Context: an optimization exercise on an open-source flow, tuned for small area, a short achievable clock period and few clock cycles. The choices shown serve that exercise and are no tape-out recipe.
Function was checked by simulation only, so behaviour that the tests miss may differ from the original.
Power is estimated from default activity; no workload was simulated.

==> design.v <==
module vu128_codec (
    input  wire         clk,
    input  wire         rst,
    input  wire         req_valid,
    output wire         req_ready,
    input  wire [7:0]   req_op,
    input  wire [127:0] req_a,
    input  wire [15:0]  req_off,
    input  wire [15:0]  req_len,
    output reg          rsp_valid,
    output reg  [2:0]   rsp_status,
    output reg          rsp_trunc,
    output reg  [127:0] rsp_r,
    output reg  [4:0]   rsp_n,
    output reg          mem_valid,
    output reg          mem_we,
    output reg  [15:0]  mem_addr,
    output reg  [7:0]   mem_wdata,
    input  wire         mem_ready,
    input  wire [7:0]   mem_rdata
);
    localparam [2:0] ST_OK       = 3'd0,
                     ST_CAPACITY = 3'd1,
                     ST_SHORT    = 3'd2,
                     ST_WIDTH    = 3'd3,
                     ST_ILLEGAL  = 3'd4;
    localparam [2:0] S_IDLE = 3'd0,
                     S_PREP = 3'd1,
                     S_ENC  = 3'd2,
                     S_RD0  = 3'd3,
                     S_RDN  = 3'd4,
                     S_FIN  = 3'd5;
    function [127:0] mask_w(input [127:0] x, input [2:0] wc);
        case (wc)
            3'd0:    mask_w = {120'd0, x[7:0]};
            3'd1:    mask_w = {112'd0, x[15:0]};
            3'd2:    mask_w = {96'd0,  x[31:0]};
            3'd3:    mask_w = {64'd0,  x[63:0]};
            default: mask_w = x;
        endcase
    endfunction
    function [127:0] zz_enc(input [127:0] x, input [2:0] wc);
        reg [127:0] xm;
        reg         sgn;
        begin
            xm = mask_w(x, wc);
            case (wc)
                3'd0:    sgn = xm[7];
                3'd1:    sgn = xm[15];
                3'd2:    sgn = xm[31];
                3'd3:    sgn = xm[63];
                default: sgn = xm[127];
            endcase
            zz_enc = mask_w((xm << 1) ^ {128{sgn}}, wc);
        end
    endfunction
    function [127:0] zz_dec(input [127:0] u, input [2:0] wc);
        reg [127:0] um;
        begin
            um = mask_w(u, wc);
            zz_dec = mask_w((um >> 1) ^ {128{um[0]}}, wc);
        end
    endfunction
    function [127:0] bitrev(input [127:0] x, input [2:0] wc);
        integer i;
        begin
            bitrev = 128'd0;
            if (wc == 3'd2) begin
                for (i = 0; i < 32; i = i + 1) bitrev[31 - i] = x[i];
            end else begin
                for (i = 0; i < 64; i = i + 1) bitrev[63 - i] = x[i];
            end
        end
    endfunction
    function [4:0] max_enc_len(input [2:0] wc);
        case (wc)
            3'd0:    max_enc_len = 5'd2;
            3'd1:    max_enc_len = 5'd3;
            3'd2:    max_enc_len = 5'd5;
            3'd3:    max_enc_len = 5'd9;
            default: max_enc_len = 5'd17;
        endcase
    endfunction
    function [4:0] total_len(input [7:0] b0);
        if (!b0[7])               total_len = 5'd1;
        else if (b0[7:6] == 2'b10) total_len = 5'd2;
        else if (b0[7:5] == 3'b110) total_len = 5'd3;
        else if (b0[7:4] == 4'b1110) total_len = 5'd4;
        else                      total_len = {1'b0, b0[3:0]} + 5'd2;
    endfunction
    function legal_op(input [7:0] op);
        case (op)
            8'h00, 8'h01, 8'h02, 8'h03, 8'h04,
            8'h08, 8'h09, 8'h0A, 8'h0B, 8'h0C,
            8'h40, 8'h41, 8'h42, 8'h43, 8'h44,
            8'h48, 8'h49, 8'h4A, 8'h4B, 8'h4C,
            8'h82, 8'h83, 8'h8A, 8'h8B,
            8'hC0, 8'hC1, 8'hC2, 8'hC3, 8'hC4,
            8'hC8, 8'hC9, 8'hCA, 8'hCB, 8'hCC,
            8'hD2, 8'hD3, 8'hDA, 8'hDB: legal_op = 1'b1;
            default: legal_op = 1'b0;
        endcase
    endfunction
    reg [2:0]   state;
    reg [7:0]   op_q;
    reg [127:0] a_q;
    reg [15:0]  off_q;
    reg [15:0]  len_q;
    reg [135:0] ebuf;     
    reg [4:0]   elen;     
    reg [4:0]   idx;      
    reg [135:0] dbuf;     
    assign req_ready = (state == S_IDLE);
    wire [1:0] cls = op_q[7:6];
    wire       dir = op_q[3];
    wire       map = op_q[4];
    wire [2:0] wc  = op_q[2:0];
    reg [127:0] enc_v;
    always @(*) begin
        case (cls)
            2'b01:   enc_v = zz_enc(a_q, wc);
            2'b10:   enc_v = bitrev(a_q, wc);
            default: enc_v = mask_w(a_q, wc);
        endcase
    end
    reg [135:0] enc_bytes;
    reg [4:0]   enc_n;
    reg [4:0]   nbytes;
    integer     k;
    always @(*) begin
        nbytes = 5'd1;
        for (k = 1; k < 16; k = k + 1)
            if (enc_v[8*k +: 8] != 8'd0) nbytes = k[4:0] + 5'd1;
        if (enc_v < 128'h80) begin
            enc_bytes = {128'd0, enc_v[7:0]};
            enc_n     = 5'd1;
        end else if (enc_v < 128'h4000) begin
            enc_bytes = {120'd0, enc_v[13:6], 2'b10, enc_v[5:0]};
            enc_n     = 5'd2;
        end else if (enc_v < 128'h200000) begin
            enc_bytes = {112'd0, enc_v[20:5], 3'b110, enc_v[4:0]};
            enc_n     = 5'd3;
        end else if (enc_v < 128'h10000000) begin
            enc_bytes = {104'd0, enc_v[27:4], 4'b1110, enc_v[3:0]};
            enc_n     = 5'd4;
        end else begin
            enc_bytes = {enc_v, 4'b1111, nbytes[3:0] - 4'd1};
            enc_n     = nbytes + 5'd1;
        end
    end
    reg [127:0] dec_v;
    always @(*) begin
        case (elen)
            5'd1:    dec_v = {121'd0, dbuf[6:0]};
            5'd2:    dec_v = {114'd0, dbuf[15:8], dbuf[5:0]};
            5'd3:    dec_v = {107'd0, dbuf[23:8], dbuf[4:0]};
            5'd4:    dec_v = {100'd0, dbuf[31:8], dbuf[3:0]};
            default: dec_v = dbuf[135:8];
        endcase
        if (elen >= 5'd2 && elen <= 5'd4 && dbuf[7:4] == 4'b1111)
            dec_v = dbuf[135:8];
    end
    reg dec_too_wide;
    always @(*) begin
        case (wc)
            3'd0:    dec_too_wide = |dec_v[127:8];
            3'd1:    dec_too_wide = |dec_v[127:16];
            3'd2:    dec_too_wide = |dec_v[127:32];
            3'd3:    dec_too_wide = |dec_v[127:64];
            default: dec_too_wide = 1'b0;
        endcase
    end
    reg [127:0] dec_r;
    always @(*) begin
        case (cls)
            2'b01:   dec_r = zz_dec(dec_v, wc);
            2'b10:   dec_r = bitrev(dec_v, wc);
            default: dec_r = mask_w(dec_v, wc);
        endcase
    end
    reg [127:0] map_r;
    always @(*) begin
        if (map)      map_r = bitrev(a_q, wc);
        else if (dir) map_r = zz_dec(a_q, wc);
        else          map_r = zz_enc(a_q, wc);
    end
    wire [16:0] room     = {1'b0, len_q} - {1'b0, off_q};
    wire        no_room  = (off_q > len_q) || (room < {12'd0, max_enc_len(wc)});
    wire        no_byte0 = (off_q >= len_q);
    wire [4:0]  rd_len   = total_len(mem_rdata);
    wire        short_l  = ({1'b0, off_q} + {12'd0, rd_len}) > {1'b0, len_q};
    task respond(input [2:0] st, input [127:0] r, input [4:0] n);
        begin
            rsp_valid  <= 1'b1;
            rsp_status <= st;
            rsp_trunc  <= 1'b0;
            rsp_r      <= r;
            rsp_n      <= n;
            mem_valid  <= 1'b0;
            state      <= S_IDLE;
        end
    endtask
    always @(posedge clk) begin
        if (rst) begin
            state     <= S_IDLE;
            rsp_valid <= 1'b0;
            mem_valid <= 1'b0;
            mem_we    <= 1'b0;
        end else begin
            rsp_valid <= 1'b0;
            case (state)
                S_IDLE: begin
                    if (req_valid) begin
                        op_q  <= req_op;
                        a_q   <= req_a;
                        off_q <= req_off;
                        len_q <= req_len;
                        state <= S_PREP;
                    end
                end
                S_PREP: begin
                    if (!legal_op(op_q)) begin
                        respond(ST_ILLEGAL, 128'd0, 5'd0);
                    end else if (cls == 2'b11) begin
                        respond(ST_OK, map_r, 5'd0);
                    end else if (!dir) begin
                        if (no_room) begin
                            respond(ST_CAPACITY, 128'd0, 5'd0);
                        end else begin
                            ebuf      <= enc_bytes;
                            elen      <= enc_n;
                            idx       <= 5'd0;
                            mem_valid <= 1'b1;
                            mem_we    <= 1'b1;
                            mem_addr  <= off_q;
                            mem_wdata <= enc_bytes[7:0];
                            state     <= S_ENC;
                        end
                    end else begin
                        if (no_byte0) begin
                            respond(ST_SHORT, 128'd0, 5'd0);
                        end else begin
                            dbuf      <= 136'd0;
                            mem_valid <= 1'b1;
                            mem_we    <= 1'b0;
                            mem_addr  <= off_q;
                            state     <= S_RD0;
                        end
                    end
                end
                S_ENC: begin
                    if (mem_ready) begin
                        if (idx + 5'd1 == elen) begin
                            respond(ST_OK, 128'd0, elen);
                        end else begin
                            idx       <= idx + 5'd1;
                            mem_addr  <= mem_addr + 16'd1;
                            mem_wdata <= ebuf[8*(idx + 5'd1) +: 8];
                        end
                    end
                end
                S_RD0: begin
                    if (mem_ready) begin
                        dbuf[7:0] <= mem_rdata;
                        elen      <= rd_len;
                        idx       <= 5'd1;
                        if (short_l) begin
                            respond(ST_SHORT, 128'd0, 5'd0);
                        end else if (rd_len == 5'd1) begin
                            mem_valid <= 1'b0;
                            state     <= S_FIN;
                        end else begin
                            mem_addr <= mem_addr + 16'd1;
                            state    <= S_RDN;
                        end
                    end
                end
                S_RDN: begin
                    if (mem_ready) begin
                        dbuf[8*idx +: 8] <= mem_rdata;
                        if (idx + 5'd1 == elen) begin
                            mem_valid <= 1'b0;
                            state     <= S_FIN;
                        end else begin
                            idx      <= idx + 5'd1;
                            mem_addr <= mem_addr + 16'd1;
                        end
                    end
                end
                S_FIN: begin
                    if (dec_too_wide)
                        respond(ST_WIDTH, 128'd0, elen);
                    else
                        respond(ST_OK, dec_r, elen);
                end
                default: state <= S_IDLE;
            endcase
        end
    end
endmodule
==> run.sh <==
#!/bin/bash
# synth_recipe.tcl (not shown) runs the flow's synth.tcl, then flattens the netlist and writes it again
# the make line also repeats each setting of config.mk as NAME=value (left out here)
make -C /OpenROAD-flow-scripts/flow DESIGN_CONFIG=/design/flow/config.mk WORK_HOME=/design/flow/orfs CLKGATE_MAP_FILE= SYNTH_SCRIPT=/design/flow/synth_recipe.tcl finish
==> config.mk <==
export PLATFORM = sky130hd
export DESIGN_NAME = vu128_codec
export DESIGN_NICKNAME = vu128_codec
export VERILOG_FILES = /design/flow/design.v
export SDC_FILE = /design/flow/constraint.sdc
export NUM_CORES = 4
export LEC_CHECK = 0
export CAP_MARGIN = 20
export CORE_MARGIN = 2
export CORE_UTILIZATION = 40
export PLACE_DENSITY = 0.6
export SLEW_MARGIN = 20
==> constraint.sdc <==
create_clock -name core_clock -period 8.0 [get_ports {clk}]
set_input_delay 1.6000 -clock core_clock [delete_from_list [all_inputs] [get_ports {clk}]]
set_output_delay 1.6000 -clock core_clock [all_outputs]
set_load 0.01 [all_outputs]
==> results.json <==
{
  "ir_worst_vdd_mv": 0.1573,
  "ant_nets": 0,
  "total_power_mw": 8.525,
  "port_buffers": 343,
  "grt_use_total": 0.3155,
  "dp_hpwl_um": 117700,
  "reg2reg_depth": 14,
  "ys_seq_area_frac": 0.4544,
  "fmax_mhz": 148.4,
  "critPathMaxStageDelay_ns": 0.53,
  "cts-htree-levels": 3,
  "crit_cells": 21,
  "ff2ff_setup_slack_ns": 1.69,
  "grt_max_degree": 142,
  "avgViaCountPerCell": 6.382,
  "reg2reg_to": "ebuf[12]",
  "synthCells": 4172,
  "async_reset_ff_frac": 0,
  "crit_family": "compound AO/OA/AOI/OAI gates",
  "p_per_area_nw_per_um2": 182.2,
  "rsz0062_at_grt": "false",
  "clk_pin_slew_worst_paths_ns": 0.06,
  "drc_errors": 0,
  "ys_ff_latch": 608,
  "critPathLaunch": "mem_rdata[4]",
  "dieHeight_um": 320.4,
  "skew_ns": 0.03303,
  "layout_setup_ws_ns": 1.261,
  "r2r_start": "op_q[6]",
  "area_growth_pct": 16.85,
  "clockBufferDepth": 3,
  "finalHoldViolations": 0,
  "yosys.area.top_type": "edfxtp_1",
  "hold_class": "register to register",
  "die_w_um": 320.4,
  "fillers": 9379,
  "post_cts_buffers": 0,
  "leakage_nw": 16.54,
  "gp_congestion": 1.037,
  "syn_area_um2": 40050,
  "syn_avg_cell_area_um2": 9.599,
  "routed_wl_um": 167400,
  "tightest_slew_ns": 1.180,
  "via_count": 35767,
  "wl_per_cell_um": 29.87,
  "cp.required_ns": 8.42,
  "cts-buffers-inserted": 73,
  "status": "complete, no violations",
  "maxSlewViolCount": 0,
  "final.setup.tns_ns": 0,
  "drt_pass1_iterations": 10,
  "yosys.cell_types.count": 101,
  "drv_cap": 0,
  "arrival_ns": 7.16,
  "slew-limit-headroom": 0.2037,
  "placement_rows": 116,
  "io_pins": 345,
  "hold_buffers": 0,
  "finalSetupViolCount": 0,
  "cts_resized": 0,
  "clockRootBuffer": "clkbuf_16",
  "ys.flop_type": "edfxtp_1",
  "critical_path_buf_inv_count": 3,
  "overflow": 0,
  "clk_latency_ns": 0.69,
  "placeableCoreArea_um2": 99710,
  "cp_max_fo": 58,
  "period_minus_slack_ns": 6.739,
  "clkSinkCount": 608,
  "first_iter_violations": 5691,
  "grt_pass1_wl_um": 237400,
  "cp-start-kind": "primary input",
  "final_nets": 4480,
  "finalCritPeriodShare": 0.8424,
  "start_util": 0.4016,
  "drive_above_1_share": 0.07135,
  "synth.top_cell.area_share": 0.4514,
  "die_area_um2": 102700,
  "yosysWarnings": 1,
  "syn_nets": 4406,
  "synth_edf_count": 602,
  "synth_area_leaders": "edfxtp_1 (45%), a21oi_1 (4.5%), o21ai_0 (4.3%)",
  "cp_common_cell": "a21o_1",
  "cp_slowest_cell": "a21oi_1",
  "path_cells": "clkdlybuf4s50_1, buf_4, nand2b_1, a31oi_1, ha_1, a21o_1, a21oi_1, o21bai_1, a21oi_1, nor2_1, nand3_1, xnor2_1, ha_1, a21o_1, a21o_1, a21o_1, a221oi_1, a2bb2oi_1, nand2_1, o211a_4, buf_12",
  "cts_tree": "done",
  "utilization": 0.4693,
  "end_kind": "register",
  "antenna_found_initial": 10,
  "worst-setup-path-type": "primary input to register",
  "setup.worst_path.end": "rsp_r[126]",
  "grt_pass1_vias": 32894,
  "place_ws_ns": 0.6553
}
-- flip-flops by register name, summed over array words and instances (netlist names) --
register,count
a_q,128
dbuf,136
ebuf,128
elen,5
idx,5
len_q,16
mem_addr,16
mem_valid,1
mem_wdata,8
mem_we,1
off_q,16
op_q,8
rsp_n,5
rsp_r,128
rsp_status,3
rsp_valid,1
state,3
-- cells in the mapped netlist (17+ instances only) --
| master | number |
|---|---|
| a211oi_1 | 17 |
| a21o_1 | 28 |
| a21oi_1 | 359 |
| a221o_1 | 19 |
| a221oi_1 | 18 |
| a22o_1 | 22 |
| a22oi_1 | 128 |
| buf_1 | 52 |
| clkbuf_1 | 337 |
| edfxtp_1 | 602 |
| ha_1 | 52 |
| inv_1 | 77 |
| mux2i_1 | 166 |
| mux4_2 | 40 |
| nand2_1 | 400 |
| nand3_1 | 122 |
| nand4_1 | 30 |
| nor2_1 | 335 |
| nor2b_1 | 21 |
| nor3_1 | 51 |
| nor4_1 | 51 |
| o21ai_0 | 341 |
| o22a_1 | 21 |
| o22ai_1 | 163 |
| or3_1 | 21 |
| xnor2_1 | 161 |
| xor2_1 | 190 |
-- through the flow --
step	cells	hold WS, ns	cell area, um2
after floorplan	4172	0.4998	40050
after global placement	5469	0.5183	44250
after detailed placement	5469	0.5186	44250
after CTS	5601	0.5285	46790
after global routing	5601	0.5590	46790
final	5604	0.5347	46790
-- kinds of logic after synthesis --
kind of cell    synth area share
simple gates              0.1279
buf+inv                  0.04943
compound gates            0.2053
flops                     0.4544
fa+ha+maj                0.01725
mux                      0.06892
other cells           0.00009364
xor+xnor                 0.07677
-- tightest hold or removal path: stages, from the launching register on --
cell	delay (ns)
dfxtp_1	0.34
nand2b_1	0.08
a21boi_0	0.07
-- power by group --
part	internal (mW)	total, mW	switching (mW)
clock network	2.09	3.56	1.47
registers	3.59	3.73	0.145
logic	0.475	1.23	0.756
-- routing by layer --
metal	vias up	part of all wire	GRT usage
met3	410	0.11	0.07350
met1	17326	0.39	0.4147
li1	15712	-	-
met5	-	0.00033	0
met4	8	0.064	0.1744
met2	2311	0.44	0.4805
-- final cells by class --
type,count,area [um2],share of cell area
antenna,3,7.507,0.0001604
clock buffer,79,1849,0.03952
clock inverter,53,685.7,0.01465
inverter,81,306.5,0.006551
multi-input combinational,3063,20030,0.4281
sequential,608,18200,0.3889
tap,1298,1624,0.03471
timing repair buffer,419,4091,0.08743
-- placed cells by master (no fill, tap or decap), types with 21 or more instances in the layout --
cell type	netlist	final
clkbuf_16	0	73
a22oi_1	128	128
mux2i_1	166	165
mux4_2	40	40
nand2_1	400	397
xnor2_1	161	161
clkdlybuf4s50_1	0	343
nor2_1	335	331
nand3_1	122	122
o22a_1	21	21
nor4_1	51	49
o21ai_0	341	339
o22ai_1	163	163
a21oi_1	359	357
nand4_1	30	30
inv_1	77	75
xor2_1	190	190
a22o_1	22	22
ha_1	52	50
a21o_1	28	28
buf_4	9	69
edfxtp_1	602	602
nor3_1	51	49
-- how the worst min path moves through the flow --
stage                start      to  cells past startpoint
finish              mem_we  mem_we                      2
CTS                 mem_we  mem_we                      2
global route        mem_we  mem_we                      2
floorplan           mem_we  mem_we                      2
global placement    mem_we  mem_we                      2
detailed placement  mem_we  mem_we                      2
Testbench counts, summed over its fixed seeds: cycles 36,708.

==> port drivers added, routing unchanged <==
Ports are ideal in the flow. The routed layout listed here was re-timed in OpenROAD. Step 1 (the two cells are an assumption about what drives the block):
set clk [get_ports {clk}]
set_driving_cell -lib_cell sky130_fd_sc_hd__clkbuf_16 $clk
set_driving_cell -lib_cell sky130_fd_sc_hd__buf_2 [delete_from_list [all_inputs] $clk]
Step 2 times the ports against the registers' clock, not the clock port: input delays grow and output delays shrink by t, the midpoint of the rising clock arrivals with the driver on. Slacks: ideal ports / drivers / drivers and shift; pairs: ideal ports / drivers.
t (ns): 0.743
slack for setup (ns): 1.261 / 1.307 / 0.564
pins driven straight from the clock port: 1
After both steps setup and hold are still met in this run. The setup slack of this run moves by +0.046 ns with the drivers and by -0.697 ns with both steps.
